Source: an optimization exercise on an open RTL-to-GDS flow (aim: small area, a short achievable clock period and few clock cycles per item). Production flows keep margins and buffers that such runs may drop. The RTL was checked by simulation tests, not by an equivalence proof against the original design. No activity file was given, so power comes from the tool's default toggle rates.

==> run a: inputs <==
==> flow/design.v <==
module vm_alu (
    input  wire        clk,
    input  wire        rst,
    input  wire        in_valid,
    output wire        in_ready,
    input  wire [7:0]  in_op,
    input  wire [63:0] in_a,
    input  wire [63:0] in_b,
    output reg         out_valid,
    output reg  [63:0] out_result,
    output reg         out_err
);
    function [64:0] add64(input [63:0] a, input [63:0] b, input cin);
        reg [63:0] g, p, p0;
        integer l, i;
        begin
            p0 = a ^ b;
            g  = a & b;
            p  = p0;
            g[0] = g[0] | (p0[0] & cin);
            for (l = 0; l < 6; l = l + 1)
                for (i = 0; i < 64; i = i + 1)
                    if (((i + 1) % (1 << (l + 1))) == 0) begin
                        g[i] = g[i] | (p[i] & g[i - (1 << l)]);
                        p[i] = p[i] & p[i - (1 << l)];
                    end
            for (l = 4; l >= 0; l = l - 1)
                for (i = 0; i < 64; i = i + 1)
                    if (((i + 1) % (1 << (l + 1))) == (1 << l) && i >= (1 << (l + 1))) begin
                        g[i] = g[i] | (p[i] & g[i - (1 << l)]);
                        p[i] = p[i] & p[i - (1 << l)];
                    end
            add64 = {g[63], p0 ^ {g[62:0], cin}};
        end
    endfunction
    function [63:0] booth(input [63:0] x, input one, input two, input neg);
        booth = ((x & {64{one}}) | ({x[62:0], 1'b0} & {64{two}})) ^ {64{neg}};
    endfunction
    function [2:0] benc(input [2:0] b);
        benc = {b[1] ^ b[0], (b[2] & ~b[1] & ~b[0]) | (~b[2] & b[1] & b[0]), b[2]};
    endfunction
    function [5:0] msb(input [63:0] w);
        reg [31:0] w5;
        reg [15:0] w4;
        reg [7:0]  w3;
        reg [3:0]  w2;
        reg [1:0]  w1;
        begin
            msb[5] = |w[63:32];
            w5     = msb[5] ? w[63:32] : w[31:0];
            msb[4] = |w5[31:16];
            w4     = msb[4] ? w5[31:16] : w5[15:0];
            msb[3] = |w4[15:8];
            w3     = msb[3] ? w4[15:8] : w4[7:0];
            msb[2] = |w3[7:4];
            w2     = msb[2] ? w3[7:4] : w3[3:0];
            msb[1] = |w2[3:2];
            w1     = msb[1] ? w2[3:2] : w2[1:0];
            msb[0] = w1[1];
        end
    endfunction
    function all_eq(input [63:0] w, input [63:0] care);
        all_eq = &(w | ~care) || ~|(w & care);
    endfunction
    reg         s_idle, s_mul, s_nega, s_negb, s_align, s_div, s_negq;
    reg         pend;        
    reg  [7:0]  op;          
    reg         op_sub;      
    reg  [63:0] x;           
    reg  [63:0] y;           
    reg  [5:0]  count;       
    reg         sb;          
    reg         negq;        
    reg  [5:0]  bd;          
    reg         mfirst;      
    reg         mlast;       
    reg         mbyte;       
    reg         afirst;      
    wire last = (count == 6'd0);
    wire [5:0] dl     = msb(x) - msb(y);
    wire       far    = |dl[5:3];           
    wire [2:0] sh     = far ? 3'd7 : dl[2:0];
    assign in_ready = s_idle || (s_mul && mlast) || (s_div && last && !negq) ||
                      s_negq || (s_align && q_zero);
    wire accept = in_valid && in_ready;
    wire in_int  = in_op[0];
    wire in_mul  = (in_op == 8'h48) || (in_op == 8'h49);
    wire in_bdiv = (in_op == 8'h4C);
    wire in_div  = in_bdiv || (in_op == 8'h4D);
    wire in_div0 = in_int ? ~|in_b : ~|in_b[7:0];
    wire in_iter = in_mul || (in_div && !in_div0);
    wire in_na   = in_div && in_int && in_a[63];
    wire in_nb   = in_div && in_int && in_b[63];
    wire in_mlast = all_eq(in_b, in_int ? 64'hFFFF_FFFF_FFFF_FFF8 : 64'hF8);
    wire [63:0] ppl = booth(x, bd[2], bd[1], bd[0]);
    wire [63:0] pph = {booth(x, bd[5], bd[4], 1'b0), 2'b0} ^ {64{bd[3]}};
    wire [63:0] r0  = out_result & {64{!mfirst}};
    wire [63:0] ms  = r0 ^ ppl ^ pph;
    wire [63:0] mc  = (r0 & ppl) | (r0 & pph) | (ppl & pph);
    wire        m_mode = s_mul || s_nega || s_negq;
    wire        inv_y  = op_sub || s_div || s_negb;
    wire [63:0] pa  = m_mode ? ms : (s_negb ? 64'd0 : x);
    wire [63:0] pb  = m_mode ? {mc[62:0], bd[3]} : (y ^ {64{inv_y}});
    wire        cin = m_mode ? (bd[0] || s_negq) : inv_y;
    wire [65:0] sum_x = {1'b0, pa, 1'b1} + {1'b0, pb, cin};
    wire [64:0] sum   = sum_x[65:1];
    wire [63:0] s   = sum[63:0];
    wire        fits = sum[64];    
    wire [63:0] cg = x & ~y;    
    wire [63:0] cp = x | ~y;    
    function [1:0] gp(input [1:0] hi, input [1:0] lo);    
        gp = {hi[1] | (hi[0] & lo[1]), hi[0] & lo[0]};
    endfunction
    reg  [1:0] t8 [0:7];
    reg  [1:0] gp8, gp_hi, gp56;
    integer ci;
    always @(*) begin
        for (ci = 0; ci < 8; ci = ci + 1)
            t8[ci] = grp8(cg[8*ci +: 8], cp[8*ci +: 8]);
        gp8   = t8[0];
        gp56  = gp(gp(gp(t8[6], t8[5]), gp(t8[4], t8[3])), gp(t8[2], t8[1]));
        gp_hi = gp(gp56, gp8);    
    end
    function [1:0] grp8(input [7:0] g, input [7:0] p);    
        reg [1:0] a0, a1, a2, a3;
        begin
            a0 = gp({g[1], p[1]}, {g[0], p[0]});
            a1 = gp({g[3], p[3]}, {g[2], p[2]});
            a2 = gp({g[5], p[5]}, {g[4], p[4]});
            a3 = gp({g[7], p[7]}, {g[6], p[6]});
            grp8 = gp(gp(a3, a2), gp(a1, a0));
        end
    endfunction
    wire [1:0] gp7  = grp8({1'b0, cg[62:56]}, {1'b1, cp[62:56]});    
    wire [1:0] gp63 = gp(gp7, gp_hi);
    wire [1:0] gp64 = gp({cg[63], cp[63]}, gp63);
    wire        c8  = gp8[1] | gp8[0];     
    wire        c63 = gp63[1] | gp63[0];   
    wire        c64 = gp64[1] | gp64[0];   
    wire        q_zero = !c64;             
    wire [63:0] d_ab = x ^ y;
    wire        eq8  = ~|d_ab[7:0];
    wire        eq63 = eq8 & ~|d_ab[62:8];
    wire        eq64 = eq63 & ~d_ab[63];
    wire lt_b = !c8;
    wire gt_b = !lt_b && !eq8;
    wire lt_i = (x[63] ^ y[63]) ? x[63] : !c64;
    wire gt_i = !lt_i && !eq64;
    wire a_nan     = (&x[62:52]) && (|x[51:0]);
    wire b_nan     = (&y[62:52]) && (|y[51:0]);
    wire unordered = a_nan || b_nan;
    wire both_zero = ~|x[62:0] && ~|y[62:0];
    wire mag_lt    = !c63;
    wire mag_gt    = c63 && !eq63;
    wire f_eq      = !unordered && (eq64 || both_zero);
    wire f_lt      = !unordered && !both_zero &&
                     ((x[63] != y[63]) ? x[63] : (x[63] ? mag_gt : mag_lt));
    wire f_gt      = !unordered && !both_zero &&
                     ((x[63] != y[63]) ? y[63] : (x[63] ? mag_lt : mag_gt));
    reg         cmp;
    always @(*) begin
        case (op[3:0])
            4'h0: cmp = eq8;
            4'h1: cmp = eq64;
            4'h2: cmp = f_eq;
            4'h4: cmp = !eq8;
            4'h5: cmp = !eq64;
            4'h6: cmp = !f_eq;
            4'h8: cmp = gt_b;
            4'h9: cmp = gt_i;
            4'hA: cmp = f_gt;
            4'hC: cmp = lt_b;
            4'hD: cmp = lt_i;
            4'hE: cmp = f_lt;
            default: cmp = 1'b0;
        endcase
    end
    reg [63:0] simple_result;
    always @(*) begin
        case (op)
            8'h40, 8'h44: simple_result = {56'd0, s[7:0]};
            8'h41, 8'h45: simple_result = s;
            8'h60, 8'h61, 8'h62, 8'h64, 8'h65, 8'h66,
            8'h68, 8'h69, 8'h6A, 8'h6C, 8'h6D, 8'h6E:
                          simple_result = {56'd0, {8{cmp}}};
            8'h70:        simple_result = {56'd0, x[7:0] & y[7:0]};
            8'h71:        simple_result = {56'd0, x[7:0] | y[7:0]};
            8'h72:        simple_result = {56'd0, ~y[7:0]};
            8'h73:        simple_result = {56'd0, x[7:0] ^ y[7:0]};
            default:      simple_result = 64'd0;    
        endcase
    end
    always @(posedge clk) begin
        if (rst) begin
            {s_idle, s_mul, s_nega, s_negb, s_align, s_div, s_negq} <= 7'b1000000;
            pend      <= 1'b0;
            out_valid <= 1'b0;
            out_err   <= 1'b0;
        end else begin
            out_valid <= pend;
            out_err   <= pend && (op == 8'h4C || op == 8'h4D);
            pend      <= accept && !in_iter;
            if (s_mul && mlast) begin
                s_mul     <= 1'b0;
                s_idle    <= 1'b1;
                out_valid <= 1'b1;
            end
            if (s_nega) begin
                s_nega  <= 1'b0;
                s_negb  <= sb;
                s_align <= !sb;
            end
            if (s_negb) begin
                s_negb  <= 1'b0;
                s_align <= 1'b1;
            end
            if (s_align) begin
                if (q_zero) begin
                    s_align   <= 1'b0;
                    s_idle    <= 1'b1;
                    out_valid <= 1'b1;
                end else if (!far) begin
                    s_align <= 1'b0;
                    s_div   <= 1'b1;
                end
            end
            if (s_div && last) begin
                s_div <= 1'b0;
                if (negq) begin
                    s_negq <= 1'b1;
                end else begin
                    s_idle    <= 1'b1;
                    out_valid <= 1'b1;
                end
            end
            if (s_negq) begin
                s_negq    <= 1'b0;
                s_idle    <= 1'b1;
                out_valid <= 1'b1;
            end
            if (accept) begin
                s_idle  <= !in_iter;
                s_mul   <= in_mul;
                s_nega  <= in_iter && in_na;
                s_negb  <= in_iter && !in_na && in_nb;
                s_align <= in_iter && in_div && !in_na && !in_nb;
                s_div   <= 1'b0;
                s_negq  <= 1'b0;
            end
        end
    end
    always @(posedge clk) begin
        if (s_mul) begin
            out_result <= (mbyte && mlast) ? {56'd0, s[7:0]} : s;
        end else if (s_div) begin
            out_result <= {out_result[62:0], fits ^ negq};
        end else if (s_align) begin
            out_result <= {64{negq && !q_zero}};
        end else if (s_idle) begin
            out_result <= simple_result;
        end else begin    
            out_result <= s;
        end
        if (s_mul) begin
            x      <= {x[59:0], 4'd0};
            y      <= {{4{y[63]}}, y[63:4]};
            bd     <= {benc(y[7:5]), benc(y[5:3])};
            mfirst <= 1'b0;
            mlast  <= mbyte || all_eq(y, 64'hFFFF_FFFF_FFFF_FF80);
        end
        if (s_nega) x <= s;
        if (s_negb) y <= s;
        if (s_align) begin
            y          <= y << sh;
            if (afirst) count <= dl;
            afirst     <= 1'b0;
        end
        if (s_div) begin
            bd         <= 6'd0;
            mfirst     <= 1'b0;
            if (fits) x <= s;
            y          <= {1'b0, y[63:1]};
            count      <= count - 6'd1;
        end
        op_sub <= accept && (in_op[2] | in_op[5]);
        if (accept) begin
            op     <= in_op;
            x      <= {in_a[63:8] & {56{!in_bdiv}}, in_a[7:0]};
            y      <= {in_b[63:8] & {56{!in_bdiv}}, in_b[7:0]};
            count  <= 6'd0;
            bd     <= in_na ? 6'b000_101 : {benc(in_b[3:1]), benc({in_b[1:0], 1'b0})};
            mlast  <= in_mlast;
            afirst <= 1'b1;
            mfirst <= 1'b1;
            mbyte  <= !in_int;
            sb     <= in_nb;
            negq   <= in_int && (in_a[63] ^ in_b[63]);
        end
    end
endmodule
==> flow/run.sh <==
#!/bin/bash
# synth_recipe.tcl (not shown) runs the flow's synth.tcl, then flattens the netlist and writes it again
# the make line also repeats each setting of config.mk as NAME=value (left out here)
make -C /OpenROAD-flow-scripts/flow DESIGN_CONFIG=/design/flow/config.mk WORK_HOME=/design/flow/orfs CLKGATE_MAP_FILE= SYNTH_SCRIPT=/design/flow/synth_recipe.tcl finish
==> flow/config.mk <==
export PLATFORM = sky130hd
export DESIGN_NAME = vm_alu
export DESIGN_NICKNAME = vm_alu
export VERILOG_FILES = /design/flow/design.v
export SDC_FILE = /design/flow/constraint.sdc
export NUM_CORES = 4
export LEC_CHECK = 0
export ABC_AREA = 1
export CAP_MARGIN = 20
export CORE_MARGIN = 2
export CORE_UTILIZATION = 45
export SETUP_SLACK_MARGIN = 2.5
export SLEW_MARGIN = 20
==> flow/constraint.sdc <==
create_clock -name core_clock -period 8.0 [get_ports {clk}]
set_input_delay 1.6000 -clock core_clock [delete_from_list [all_inputs] [get_ports {clk}]]
set_output_delay 1.6000 -clock core_clock [all_outputs]
set_load 0.01 [all_outputs]
==> run b: changes against run a <==
==> flow/design.v, changed modules only <==
module vm_alu (
    input  wire        clk,
    input  wire        rst,
    input  wire        in_valid,
    output wire        in_ready,
    input  wire [7:0]  in_op,
    input  wire [63:0] in_a,
    input  wire [63:0] in_b,
    output reg         out_valid,
    output reg  [63:0] out_result,
    output reg         out_err
);
    function [64:0] add64(input [63:0] a, input [63:0] b, input cin);
        reg [63:0] g, p, p0;
        integer l, i;
        begin
            p0 = a ^ b;
            g  = a & b;
            p  = p0;
            g[0] = g[0] | (p0[0] & cin);
            for (l = 0; l < 6; l = l + 1)
                for (i = 0; i < 64; i = i + 1)
                    if (((i + 1) % (1 << (l + 1))) == 0) begin
                        g[i] = g[i] | (p[i] & g[i - (1 << l)]);
                        p[i] = p[i] & p[i - (1 << l)];
                    end
            for (l = 4; l >= 0; l = l - 1)
                for (i = 0; i < 64; i = i + 1)
                    if (((i + 1) % (1 << (l + 1))) == (1 << l) && i >= (1 << (l + 1))) begin
                        g[i] = g[i] | (p[i] & g[i - (1 << l)]);
                        p[i] = p[i] & p[i - (1 << l)];
                    end
            add64 = {g[63], p0 ^ {g[62:0], cin}};
        end
    endfunction
    function [63:0] booth(input [63:0] x, input one, input two, input neg);
        booth = ((x & {64{one}}) | ({x[62:0], 1'b0} & {64{two}})) ^ {64{neg}};
    endfunction
    function [2:0] benc(input [2:0] b);
        benc = {b[1] ^ b[0], (b[2] & ~b[1] & ~b[0]) | (~b[2] & b[1] & b[0]), b[2]};
    endfunction
    function [5:0] msb(input [63:0] w);
        reg [31:0] w5;
        reg [15:0] w4;
        reg [7:0]  w3;
        reg [3:0]  w2;
        reg [1:0]  w1;
        begin
            msb[5] = |w[63:32];
            w5     = msb[5] ? w[63:32] : w[31:0];
            msb[4] = |w5[31:16];
            w4     = msb[4] ? w5[31:16] : w5[15:0];
            msb[3] = |w4[15:8];
            w3     = msb[3] ? w4[15:8] : w4[7:0];
            msb[2] = |w3[7:4];
            w2     = msb[2] ? w3[7:4] : w3[3:0];
            msb[1] = |w2[3:2];
            w1     = msb[1] ? w2[3:2] : w2[1:0];
            msb[0] = w1[1];
        end
    endfunction
    function [3:0] top_digit(input [63:0] w);
        reg [14:0] ue, ue_t;    
        integer j, lj;
        begin
            for (j = 0; j <= 14; j = j + 1)
                ue[j] = (w[4*j+7 -: 5] == {5{w[4*j+7]}});
            for (lj = 1; lj < 15; lj = lj * 2) begin
                ue_t = ue;
                for (j = 0; j <= 14; j = j + 1)
                    if (j + lj <= 14) ue[j] = ue_t[j] & ue_t[j + lj];
            end
            top_digit[3] = !ue[7];
            top_digit[2] = !ue[{top_digit[3], 3'b011}];
            top_digit[1] = !ue[{top_digit[3:2], 2'b01}];
            top_digit[0] = !ue[{top_digit[3:1], 1'b0}];
        end
    endfunction
    reg         s_idle, s_mul, s_nega, s_negb, s_align, s_div, s_negq;
    reg         pend;        
    reg  [7:0]  op;          
    reg         op_sub;      
    reg  [63:0] x;           
    reg  [63:0] y;           
    reg  [5:0]  count;       
    reg         sb;          
    reg         negq;        
    reg  [5:0]  bd;          
    reg         mfirst;      
    reg         mbyte;       
    wire last = (count == 6'd0);
    wire [6:0] dlx    = {1'b0, msb(x)} - {1'b0, msb(y)};
    wire       q_zero = dlx[6];
    wire [5:0] dl     = dlx[5:0];
    wire       far    = |dl[5:3];           
    wire [2:0] sh     = far ? 3'd7 : dl[2:0];
    assign in_ready = s_idle || (s_mul && last) || (s_div && last && !negq) ||
                      s_negq || (s_align && q_zero);
    wire accept = in_valid && in_ready;
    wire in_int  = in_op[0];
    wire in_mul  = (in_op == 8'h48) || (in_op == 8'h49);
    wire in_bdiv = (in_op == 8'h4C);
    wire in_div  = in_bdiv || (in_op == 8'h4D);
    wire in_div0 = in_int ? ~|in_b : ~|in_b[7:0];
    wire in_iter = in_mul || (in_div && !in_div0);
    wire in_na   = in_div && in_int && in_a[63];
    wire in_nb   = in_div && in_int && in_b[63];
    wire [3:0] in_top  = in_int ? top_digit(in_b) :
                         ((in_b[7:3] == {5{in_b[7]}}) ? 4'd0 : 4'd1);
    wire [64:0] in_bx  = {in_b, 1'b0};    
    wire [4:0]  in_dig = in_bx[4*in_top +: 5];
    wire [63:0] ppl = booth(x, bd[2], bd[1], bd[0]);
    wire [63:0] pph = {booth(x, bd[5], bd[4], bd[3]), 2'b0};
    wire [63:0] r0  = {out_result[59:0] & {60{!mfirst}}, 1'b0, bd[3], 1'b0, bd[0]};
    wire [63:0] ms  = r0 ^ ppl ^ pph;
    wire [63:0] mc  = (r0 & ppl) | (r0 & pph) | (ppl & pph);
    wire        inv_y  = op_sub || s_div || s_negb;
    wire        zero_p = s_nega || s_negb || s_negq;
    wire [63:0] pa  = s_mul ? ms : (zero_p ? 64'd0 : x);
    wire [63:0] pb  = s_mul  ? {mc[62:0], 1'b0} :
                      s_nega ? ~x :
                      s_negq ? ~out_result : (y ^ {64{inv_y}});
    wire        cin = !s_mul && (inv_y || s_nega || s_negq);
    wire [64:0] sum = add64(pa, pb, cin);
    wire [63:0] s   = sum[63:0];
    wire        fits = sum[64];    
    wire        c64 = sum[64];                   
    wire        c63 = s[63] ^ x[63] ^ ~y[63];    
    wire        c8  = s[8] ^ x[8] ^ ~y[8];       
    wire [63:0] d_ab = x ^ y;
    wire        eq8  = ~|d_ab[7:0];
    wire        eq63 = eq8 & ~|d_ab[62:8];
    wire        eq64 = eq63 & ~d_ab[63];
    wire lt_b = !c8;
    wire gt_b = !lt_b && !eq8;
    wire lt_i = (x[63] ^ y[63]) ? x[63] : !c64;
    wire gt_i = !lt_i && !eq64;
    wire a_nan     = (&x[62:52]) && (|x[51:0]);
    wire b_nan     = (&y[62:52]) && (|y[51:0]);
    wire unordered = a_nan || b_nan;
    wire both_zero = ~|x[62:0] && ~|y[62:0];
    wire mag_lt    = !c63;
    wire mag_gt    = c63 && !eq63;
    wire f_eq      = !unordered && (eq64 || both_zero);
    wire f_lt      = !unordered && !both_zero &&
                     ((x[63] != y[63]) ? x[63] : (x[63] ? mag_gt : mag_lt));
    wire f_gt      = !unordered && !both_zero &&
                     ((x[63] != y[63]) ? y[63] : (x[63] ? mag_lt : mag_gt));
    reg         cmp;
    always @(*) begin
        case (op[3:0])
            4'h0: cmp = eq8;
            4'h1: cmp = eq64;
            4'h2: cmp = f_eq;
            4'h4: cmp = !eq8;
            4'h5: cmp = !eq64;
            4'h6: cmp = !f_eq;
            4'h8: cmp = gt_b;
            4'h9: cmp = gt_i;
            4'hA: cmp = f_gt;
            4'hC: cmp = lt_b;
            4'hD: cmp = lt_i;
            4'hE: cmp = f_lt;
            default: cmp = 1'b0;
        endcase
    end
    reg [63:0] simple_result;
    always @(*) begin
        case (op)
            8'h40, 8'h44: simple_result = {56'd0, s[7:0]};
            8'h41, 8'h45: simple_result = s;
            8'h60, 8'h61, 8'h62, 8'h64, 8'h65, 8'h66,
            8'h68, 8'h69, 8'h6A, 8'h6C, 8'h6D, 8'h6E:
                          simple_result = {56'd0, {8{cmp}}};
            8'h70:        simple_result = {56'd0, x[7:0] & y[7:0]};
            8'h71:        simple_result = {56'd0, x[7:0] | y[7:0]};
            8'h72:        simple_result = {56'd0, ~y[7:0]};
            8'h73:        simple_result = {56'd0, x[7:0] ^ y[7:0]};
            default:      simple_result = 64'd0;    
        endcase
    end
    wire [64:0] y_ext = {y, 1'b0};
    wire [4:0]  dbits = y_ext[4*(count[3:0] - 4'd1) +: 5];
    always @(posedge clk) begin
        if (rst) begin
            {s_idle, s_mul, s_nega, s_negb, s_align, s_div, s_negq} <= 7'b1000000;
            pend      <= 1'b0;
            out_valid <= 1'b0;
            out_err   <= 1'b0;
        end else begin
            out_valid <= pend;
            out_err   <= pend && (op == 8'h4C || op == 8'h4D);
            pend      <= accept && !in_iter;
            if (s_mul && last) begin
                s_mul     <= 1'b0;
                s_idle    <= 1'b1;
                out_valid <= 1'b1;
            end
            if (s_nega) begin
                s_nega  <= 1'b0;
                s_negb  <= sb;
                s_align <= !sb;
            end
            if (s_negb) begin
                s_negb  <= 1'b0;
                s_align <= 1'b1;
            end
            if (s_align) begin
                if (q_zero) begin
                    s_align   <= 1'b0;
                    s_idle    <= 1'b1;
                    out_valid <= 1'b1;
                end else if (!far) begin
                    s_align <= 1'b0;
                    s_div   <= 1'b1;
                end
            end
            if (s_div && last) begin
                s_div <= 1'b0;
                if (negq) begin
                    s_negq <= 1'b1;
                end else begin
                    s_idle    <= 1'b1;
                    out_valid <= 1'b1;
                end
            end
            if (s_negq) begin
                s_negq    <= 1'b0;
                s_idle    <= 1'b1;
                out_valid <= 1'b1;
            end
            if (accept) begin
                s_idle  <= !in_iter;
                s_mul   <= in_mul;
                s_nega  <= in_iter && in_na;
                s_negb  <= in_iter && !in_na && in_nb;
                s_align <= in_iter && in_div && !in_na && !in_nb;
                s_div   <= 1'b0;
                s_negq  <= 1'b0;
            end
        end
    end
    always @(posedge clk) begin
        if (s_mul) begin
            out_result <= (mbyte && last) ? {56'd0, s[7:0]} : s;
        end else if (s_div) begin
            out_result <= {out_result[62:0], fits};
        end else if (s_align) begin
            out_result <= 64'd0;
        end else if (s_idle) begin
            out_result <= simple_result;
        end else begin    
            out_result <= s;
        end
        if (s_mul) begin
            count      <= count - 6'd1;
            bd         <= {benc(dbits[4:2]), benc(dbits[2:0])};
            mfirst     <= 1'b0;
        end
        if (s_nega) x <= s;
        if (s_negb) y <= s;
        if (s_align) begin
            y          <= y << sh;
            count      <= count + {3'd0, sh};
        end
        if (s_div) begin
            if (fits) x <= s;
            y          <= {1'b0, y[63:1]};
            count      <= count - 6'd1;
        end
        op_sub <= accept && (in_op[2] | in_op[5]);
        if (accept) begin
            op     <= in_op;
            x      <= {in_a[63:8] & {56{!in_bdiv}}, in_a[7:0]};
            y      <= {in_b[63:8] & {56{!in_bdiv}}, in_b[7:0]};
            count  <= in_mul ? {2'b0, in_top} : 6'd0;
            bd     <= {benc(in_dig[4:2]), benc(in_dig[2:0])};
            mfirst <= 1'b1;
            mbyte  <= !in_int;
            sb     <= in_nb;
            negq   <= in_int && (in_a[63] ^ in_b[63]);
        end
    end
endmodule
--- a/flow/config.mk
+++ b/flow/config.mk
@@ -8,6 +8,6 @@
 export ABC_AREA = 1
 export CAP_MARGIN = 20
 export CORE_MARGIN = 2
-export CORE_UTILIZATION = 45
-export SETUP_SLACK_MARGIN = 2.5
+export CORE_UTILIZATION = 40
+export SETUP_SLACK_MARGIN = 2
 export SLEW_MARGIN = 20
==> comparison table <==
quantity                                                                run a               run b
Status                                               timing/DRC/antenna clean  timing/DRC/antenna clean
Multi-input logic portion of the cell area                              60.9%               58.6%
Via Count                                                               39200               35900
Largest net degree at the start of global routing                         157                 138
Setup CP Type                                                    flop to flop  flop to output pin
Worst Hold End                                                         afirst             out_err
Clk sinks                                                                 229                 227
Clock net power                                                       1.60 mW             1.68 mW
Via-to-Cell Ratio                                                        6.63                6.38
Core Rows                                                                  94                  97
Number of multi-input logic gates                                        3731                3373
Min-delay src                                                          afirst                pend
Switching power of the nets                                           3.40 mW             4.19 mW
Final cycle utilization of the critical path                            74.0%               82.1%
Gp weighted congestion                                                   1.08                1.10
Slew at the pin closest to its max-slew limit                         1300 ps             1040 ps
Number of global-route vias before repair                               36000               32300
Nature of the critical path endpoint                                     flop          output pin
Length of routed met3 wiring                                         22500 um            22800 um
Standard cell with the maximum stage delay on the critical path       dfxtp_4            edfxtp_1
Testbench counts of run a, summed over its fixed seeds: cycles 68,943, ops 12,000.
Testbench counts of run b, summed over its fixed seeds: cycles 69,394, ops 12,000.

-- static timing again, ports no longer ideal --
How much do the figures lean on ideal ports? The routed layouts below were timed once more, with nothing changed but the port constraints.
Step 1 (the two cells are an assumption about what drives the block):
set clk [get_ports {clk}]
set_driving_cell -lib_cell sky130_fd_sc_hd__clkbuf_16 $clk
set_driving_cell -lib_cell sky130_fd_sc_hd__buf_2 [delete_from_list [all_inputs] $clk]
Step 2 moves the port delays by t, midway between the first and last clock arrival at a register: inputs arrive t later, outputs are due t later. That takes back most of the time a late clock gives input paths.
a / b / c = ideal / step 1 / step 2; a / b = the first two.
run | t (ns) | setup WS [ns] | worst setup path at the end | clock arrival spread, ns
run a | 0.649 | 2.079 / 2.079 / 2.079 | register to register | 0.031 / 0.031
run b | 0.653 | 1.428 / 1.355 / 1.747 | input to register | 0.035 / 0.035
After both steps setup and hold are still met in every run listed.
